Background: an optimization exercise with open tools, aiming at small area, a short achievable clock period and few clock cycles. Do not read the settings as production practice.

==> flow/design.v <==
module dani_deframer (
    input  wire         clk,
    input  wire         rst,            
    input  wire         cfg_proto,      
    input  wire [3:0]   cfg_ctrl_hi,    
    input  wire [7:0]   cfg_sq_code,    
    input  wire [27:0]  cfg_rsplen,     
    input  wire         in_valid,
    input  wire [7:0]   in_data,
    output wire         in_ready,
    output reg          out_valid,
    input  wire         out_ready,
    output wire [4:0]   out_len,        
    output wire [143:0] out_frame,      
    output wire [15:0]  out_drops       
);
    localparam BUFN = 18;
    reg              proto_q;
    reg [7:0]        sq_q;
    reg [8*BUFN-1:0] bufn_q;    
    wire [8*BUFN-1:0] buf_q = ~bufn_q;
    reg [BUFN-1:0]   occ_q;     
    reg [15:0]       drops_q;   
    reg              drop_q;    
    reg [4:0]        skip_q;    
    reg              sof0_q;    
    reg [BUFN-1:4]   omn_q;     
    reg              hd_drop;   
    reg              hd_cand;   
    reg [3:0]        hd_v;      
    reg [BUFN-1:4]   hd_ltn;    
    wire [BUFN-1:4]  hd_lt = ~hd_ltn;
    integer i;
    function [5:0] hdr_dec;     
        input [7:0] x0, x1, x2;
        input [1:0] p;
        reg         start, hdr, plaus;
        reg  [3:0]  n;
        begin
            if (!proto_q) begin
                start = (x0 == 8'hAA);
                hdr   = (p >= 2'd2);
                plaus = (x1[7:4] == cfg_ctrl_hi) && (x1[3:0] != 4'd0) && (x1[3:0] <= 4'd9);
                n     = x1[3:0];
            end else begin
                start = (x0[7:1] == 7'b1111101);
                hdr   = (p == 2'd3);
                plaus = 1'b1;
                n     = 4'd0;
                if (!x0[0]) begin
                    case (x2)
                        8'hF6: n = 4'd3;
                        8'hF3: n = 4'd1;
                        8'h83: n = 4'd2;
                        8'h9B: n = 4'd1;
                        8'h96: n = 4'd8;
                        8'h97: n = 4'd8;
                        default: begin
                            if (x2 != sq_q) plaus = 1'b0;
                        end
                    endcase
                end else begin
                    case (x2)
                        8'hF6: n = cfg_rsplen[3:0];
                        8'hF3: n = cfg_rsplen[7:4];
                        8'h83: n = cfg_rsplen[11:8];
                        8'h9B: n = cfg_rsplen[15:12];
                        8'h96: n = cfg_rsplen[19:16];
                        8'h97: n = cfg_rsplen[23:20];
                        default: n = (x2 == sq_q) ? cfg_rsplen[27:24] : 4'hF;
                    endcase
                    plaus = (n != 4'hF);
                end
            end
            hdr_dec = {((p != 2'd0) && !start) || (start && hdr && !plaus),
                       start && hdr && plaus, n};
        end
    endfunction
    wire [BUFN-1:0] lt_t = {hd_lt, 4'b1111};      
    reg  [BUFN-1:0] at_chk, at_eof;               
    reg  [7:0]      term [0:BUFN];
    reg  [7:0]      chk;
    reg             eof_ok;
    always @(*) begin
        chk    = 8'h00;
        eof_ok = 1'b0;
        for (i = 0; i < BUFN; i = i + 1) begin
            at_eof[i] = lt_t[i] && (i == BUFN - 1 || !lt_t[i+1]);
            at_chk[i] = proto_q ? at_eof[i] : (i < BUFN - 1 && lt_t[i+1] && (i == BUFN - 2 || !lt_t[i+2]));
            if (at_chk[i])
                chk = chk | buf_q[8*i +: 8];
            if (at_eof[i] && buf_q[8*i +: 8] == 8'h55)
                eof_ok = 1'b1;
            term[i] = lt_t[i] ? buf_q[8*i +: 8] : 8'h00;
        end
        term[0] = {1'b1, proto_q, 1'b1, proto_q, 1'b1, 1'b0, 1'b1, !proto_q || buf_q[0]};
        if (!proto_q) begin
            term[1] = 8'h00;
            term[3] = 8'h00;
        end
        term[BUFN] = ~{chk[6:0], 1'b0};
    end
    function [15:0] csa;        
        input [7:0] a, b, c;
        begin
            csa = {((a & b) | (a & c) | (b & c)) << 1, a ^ b ^ c};
        end
    endfunction
    wire [15:0] s1_0 = csa(term[0],  term[1],  term[2]);
    wire [15:0] s1_1 = csa(term[3],  term[4],  term[5]);
    wire [15:0] s1_2 = csa(term[6],  term[7],  term[8]);
    wire [15:0] s1_3 = csa(term[9],  term[10], term[11]);
    wire [15:0] s1_4 = csa(term[12], term[13], term[14]);
    wire [15:0] s1_5 = csa(term[15], term[16], term[17]);
    wire [15:0] s2_0 = csa(s1_0[7:0], s1_0[15:8], s1_1[7:0]);
    wire [15:0] s2_1 = csa(s1_1[15:8], s1_2[7:0], s1_2[15:8]);
    wire [15:0] s2_2 = csa(s1_3[7:0], s1_3[15:8], s1_4[7:0]);
    wire [15:0] s2_3 = csa(s1_4[15:8], s1_5[7:0], s1_5[15:8]);
    wire [15:0] s3_0 = csa(s2_0[7:0], s2_0[15:8], s2_1[7:0]);
    wire [15:0] s3_1 = csa(s2_1[15:8], s2_2[7:0], s2_2[15:8]);
    wire [15:0] s3_2 = csa(s2_3[7:0], s2_3[15:8], term[BUFN]);
    wire [15:0] s4_0 = csa(s3_0[7:0], s3_0[15:8], s3_1[7:0]);
    wire [15:0] s4_1 = csa(s3_1[15:8], s3_2[7:0], s3_2[15:8]);
    wire [15:0] s5_0 = csa(s4_0[7:0], s4_0[15:8], s4_1[7:0]);
    wire [15:0] s6_0 = csa(s5_0[7:0], s5_0[15:8], s4_1[15:8]);
    wire sum_ok = ((s6_0[7:0] ^ s6_0[15:8]) == 8'hFF);
    wire win_ok = sum_ok && (proto_q || (eof_ok && buf_q[31:27] == 5'd0));
    wire       skipping = (skip_q[4:1] != 4'd0);
    wire [4:0] hd_t     = {1'b0, hd_v} + (proto_q ? 5'd4 : 5'd5);    
    wire       complete = occ_q[3] && ((hd_lt & ~occ_q[BUFN-1:4]) == {(BUFN-4){1'b0}});
    wire       check    = !skipping && hd_cand && complete;
    wire       do_emit  = check && win_ok;
    wire       do_drop  = (!skipping && hd_drop) || (check && !win_ok);
    wire       rm_rdy   = skipping && out_valid;
    wire       rm_now   = skipping ? !out_valid : (hd_drop || (hd_cand && complete));
    wire       remove   = rm_now || (rm_rdy && out_ready);
    assign in_ready = !occ_q[BUFN-1];
    wire   accept   = in_valid && !occ_q[BUFN-1];
    wire [1:0] p0 = occ_q[2] ? 2'd3 : occ_q[1] ? 2'd2 : occ_q[0] ? 2'd1 : 2'd0;
    wire [1:0] p1 = occ_q[3] ? 2'd3 : occ_q[2] ? 2'd2 : occ_q[1] ? 2'd1 : 2'd0;
    wire [5:0] dec0 = hdr_dec(buf_q[7:0],  buf_q[15:8],  buf_q[23:16], p0);
    wire [5:0] dec1 = hdr_dec(buf_q[15:8], buf_q[23:16], buf_q[31:24], p1);
    wire [5:0] dec  = remove ? dec1 : dec0;
    reg [BUFN-1:4] dec_lt;
    always @(*)
        for (i = 4; i < BUFN; i = i + 1)
            dec_lt[i] = proto_q ? ({1'b0, dec[3:0]} >= i - 3) : ({1'b0, dec[3:0]} >= i - 4);
    reg [BUFN-1:0] ld_in, en;
    always @(*) begin
        for (i = 0; i < BUFN; i = i + 1) begin
            ld_in[i] = (i == BUFN - 1) || !occ_q[(i + 1) % BUFN];
            en[i]    = (rm_now || !occ_q[i]) || (rm_rdy && out_ready);
        end
    end
    assign out_frame[7:0] = {1'b1, proto_q, 1'b1, proto_q, 1'b1, 1'b0, 1'b1, sof0_q};
    genvar g;
    generate
        for (g = 1; g < 4; g = g + 1) begin : g_out_lo
            assign out_frame[8*g +: 8] = buf_q[8*(g-1) +: 8];
        end
        for (g = 4; g < BUFN; g = g + 1) begin : g_out
            assign out_frame[8*g +: 8] = ~(bufn_q[8*(g-1) +: 8] | {8{omn_q[g]}});
        end
    endgenerate
    assign out_len   = skip_q;
    assign out_drops = drops_q;
    always @(posedge clk) begin
        proto_q  <= cfg_proto;
        sq_q     <= cfg_sq_code;
        for (i = 0; i < BUFN; i = i + 1)
            if (en[i])
                bufn_q[8*i +: 8] <= (ld_in[i] || i == BUFN - 1) ? ~in_data : bufn_q[8*(i+1) +: 8];
        hd_v  <= dec[3:0];
        hd_ltn <= ~dec_lt;
        if (!out_valid) omn_q <= hd_ltn;
        if (do_emit) sof0_q <= buf_q[0];
        if (rst) begin
            occ_q     <= {BUFN{1'b0}};
            drops_q   <= 16'd0;
            drop_q    <= 1'b0;
            skip_q    <= 5'd0;
            out_valid <= 1'b0;
            hd_drop   <= 1'b0;
            hd_cand   <= 1'b0;
        end else begin
            if (accept && !remove)
                occ_q <= {occ_q[BUFN-2:0], 1'b1};
            else if (remove && !accept)
                occ_q <= {1'b0, occ_q[BUFN-1:1]};
            hd_drop <= dec[5];
            hd_cand <= dec[4];
            if (skipping) begin
                if (remove) skip_q <= skip_q - 5'd1;
            end else if (do_emit) begin
                skip_q <= hd_t;
            end
            drop_q <= do_drop;
            if (drop_q) begin
                if (drops_q != 16'hFFFF) drops_q <= drops_q + 16'd1;
            end else if (out_valid && out_ready) begin
                drops_q <= 16'd0;
            end
            if (do_emit)
                out_valid <= 1'b1;
            else if (out_ready)
                out_valid <= 1'b0;
        end
    end
endmodule
clock: 28.0 ns
lec_check: 0
cap_margin: 20
cell_pad_in_sites_detail_placement: 2
cell_pad_in_sites_global_placement: 2
core_margin: 2
core_utilization: 30
place_density: 0.5
slew_margin: 20
standard.sh (not shown) runs the stock make flow with config.mk's settings and CLKGATE_MAP_FILE= SYNTH_SCRIPT=/design/flow/synth_recipe.tcl, a recipe that flattens the netlist after the stock synthesis.
==> flow/flow/run.sh <==
#!/bin/bash
# Standard layout, except that the port buffers are the small
# sky130_fd_sc_hd__buf_1 instead of the cell buffer_ports picks by itself.
set -euo pipefail
export BUFFER_PORTS_ARGS="-buffer_cell sky130_fd_sc_hd__buf_1"
bash standard.sh > standard.log 2>&1
Change:
--- a/flow/design.v
+++ b/flow/design.v
@@ -18,9 +18,10 @@
     reg              proto_q;
     reg [7:0]        sq_q;
     reg [8*BUFN-1:0] bufn_q;    
     wire [8*BUFN-1:0] buf_q = ~bufn_q;
-    reg [BUFN-1:0]   occ_q;     
+    reg [4:0]        cnt_q;     
+    reg              in_rdy_q;  
     reg [15:0]       drops_q;   
     reg              drop_q;    
     reg [4:0]        skip_q;    
     reg              sof0_q;    
@@ -126,19 +127,19 @@
     wire sum_ok = ((s6_0[7:0] ^ s6_0[15:8]) == 8'hFF);
     wire win_ok = sum_ok && (proto_q || (eof_ok && buf_q[31:27] == 5'd0));
     wire       skipping = (skip_q[4:1] != 4'd0);
     wire [4:0] hd_t     = {1'b0, hd_v} + (proto_q ? 5'd4 : 5'd5);    
-    wire       complete = occ_q[3] && ((hd_lt & ~occ_q[BUFN-1:4]) == {(BUFN-4){1'b0}});
+    wire       complete = (cnt_q >= hd_t);
     wire       check    = !skipping && hd_cand && complete;
     wire       do_emit  = check && win_ok;
     wire       do_drop  = (!skipping && hd_drop) || (check && !win_ok);
     wire       rm_rdy   = skipping && out_valid;
     wire       rm_now   = skipping ? !out_valid : (hd_drop || (hd_cand && complete));
     wire       remove   = rm_now || (rm_rdy && out_ready);
-    assign in_ready = !occ_q[BUFN-1];
-    wire   accept   = in_valid && !occ_q[BUFN-1];
-    wire [1:0] p0 = occ_q[2] ? 2'd3 : occ_q[1] ? 2'd2 : occ_q[0] ? 2'd1 : 2'd0;
-    wire [1:0] p1 = occ_q[3] ? 2'd3 : occ_q[2] ? 2'd2 : occ_q[1] ? 2'd1 : 2'd0;
+    assign in_ready = in_rdy_q;
+    wire   accept   = in_valid && in_rdy_q;
+    wire [1:0] p0 = (cnt_q > 5'd2) ? 2'd3 : cnt_q[1:0];
+    wire [1:0] p1 = (cnt_q > 5'd3) ? 2'd3 : (cnt_q == 5'd0) ? 2'd0 : cnt_q[1:0] - 2'd1;
     wire [5:0] dec0 = hdr_dec(buf_q[7:0],  buf_q[15:8],  buf_q[23:16], p0);
     wire [5:0] dec1 = hdr_dec(buf_q[15:8], buf_q[23:16], buf_q[31:24], p1);
     wire [5:0] dec  = remove ? dec1 : dec0;
     reg [BUFN-1:4] dec_lt;
@@ -147,10 +148,10 @@
             dec_lt[i] = proto_q ? ({1'b0, dec[3:0]} >= i - 3) : ({1'b0, dec[3:0]} >= i - 4);
     reg [BUFN-1:0] ld_in, en;
     always @(*) begin
         for (i = 0; i < BUFN; i = i + 1) begin
-            ld_in[i] = (i == BUFN - 1) || !occ_q[(i + 1) % BUFN];
-            en[i]    = (rm_now || !occ_q[i]) || (rm_rdy && out_ready);
+            ld_in[i] = (i + 1 >= cnt_q);
+            en[i]    = (rm_now || (i >= cnt_q)) || (rm_rdy && out_ready);
         end
     end
     assign out_frame[7:0] = {1'b1, proto_q, 1'b1, proto_q, 1'b1, 1'b0, 1'b1, sof0_q};
     genvar g;
@@ -174,20 +175,23 @@
         hd_ltn <= ~dec_lt;
         if (!out_valid) omn_q <= hd_ltn;
         if (do_emit) sof0_q <= buf_q[0];
         if (rst) begin
-            occ_q     <= {BUFN{1'b0}};
+            cnt_q     <= 5'd0;
+            in_rdy_q  <= 1'b1;
             drops_q   <= 16'd0;
             drop_q    <= 1'b0;
             skip_q    <= 5'd0;
             out_valid <= 1'b0;
             hd_drop   <= 1'b0;
             hd_cand   <= 1'b0;
         end else begin
-            if (accept && !remove)
-                occ_q <= {occ_q[BUFN-2:0], 1'b1};
-            else if (remove && !accept)
-                occ_q <= {1'b0, occ_q[BUFN-1:1]};
+            case ({remove, accept})
+                2'b10:   cnt_q <= cnt_q - 5'd1;
+                2'b01:   cnt_q <= cnt_q + 5'd1;
+                default: cnt_q <= cnt_q;
+            endcase
+            in_rdy_q <= !(((cnt_q == BUFN[4:0]) || (cnt_q == BUFN[4:0] - 5'd1 && accept)) && !remove);
             hd_drop <= dec[5];
             hd_cand <= dec[4];
             if (skipping) begin
                 if (remove) skip_q <= skip_q - 5'd1;
=> First-iteration DRC count increases by 11%; wire length goes down by 0.37%; global-route usage came out higher by 0.16 points; register-to-register slack loses 0.62 ns; clock skew hardly moves.
Function was not checked in any run of this note: the RTL went through the layout flow alone.

[what the ideal ports hide]
The results above use ideal ports. As a check the final layouts listed here were re-extracted and re-timed, cells and wires unchanged.
Step 1 sets driving cells, clkbuf_16 on the clock port and buf_2 on the other inputs (assumed; they add their load-dependent delay and slew).
Step 2 also shifts input and output timing later by t, the mid clock arrival at the registers, as if the neighbouring blocks saw the same clock.
a / b / c = no drivers / after step 1 / after step 2; a / b = the first two.
run | shift t [ns] | setup WS [ns] | clock arrival spread, ns
the first run | 0.655 | 19.999 / 20.041 / 19.387 | 0.023 / 0.023
the second run | 0.641 | 19.869 / 19.893 / 19.251 | 0.026 / 0.027
After both steps every run listed still meets setup and hold. The setup slack of the second run, which loses most, moves by +0.024 ns with the drivers and by -0.618 ns with both steps.
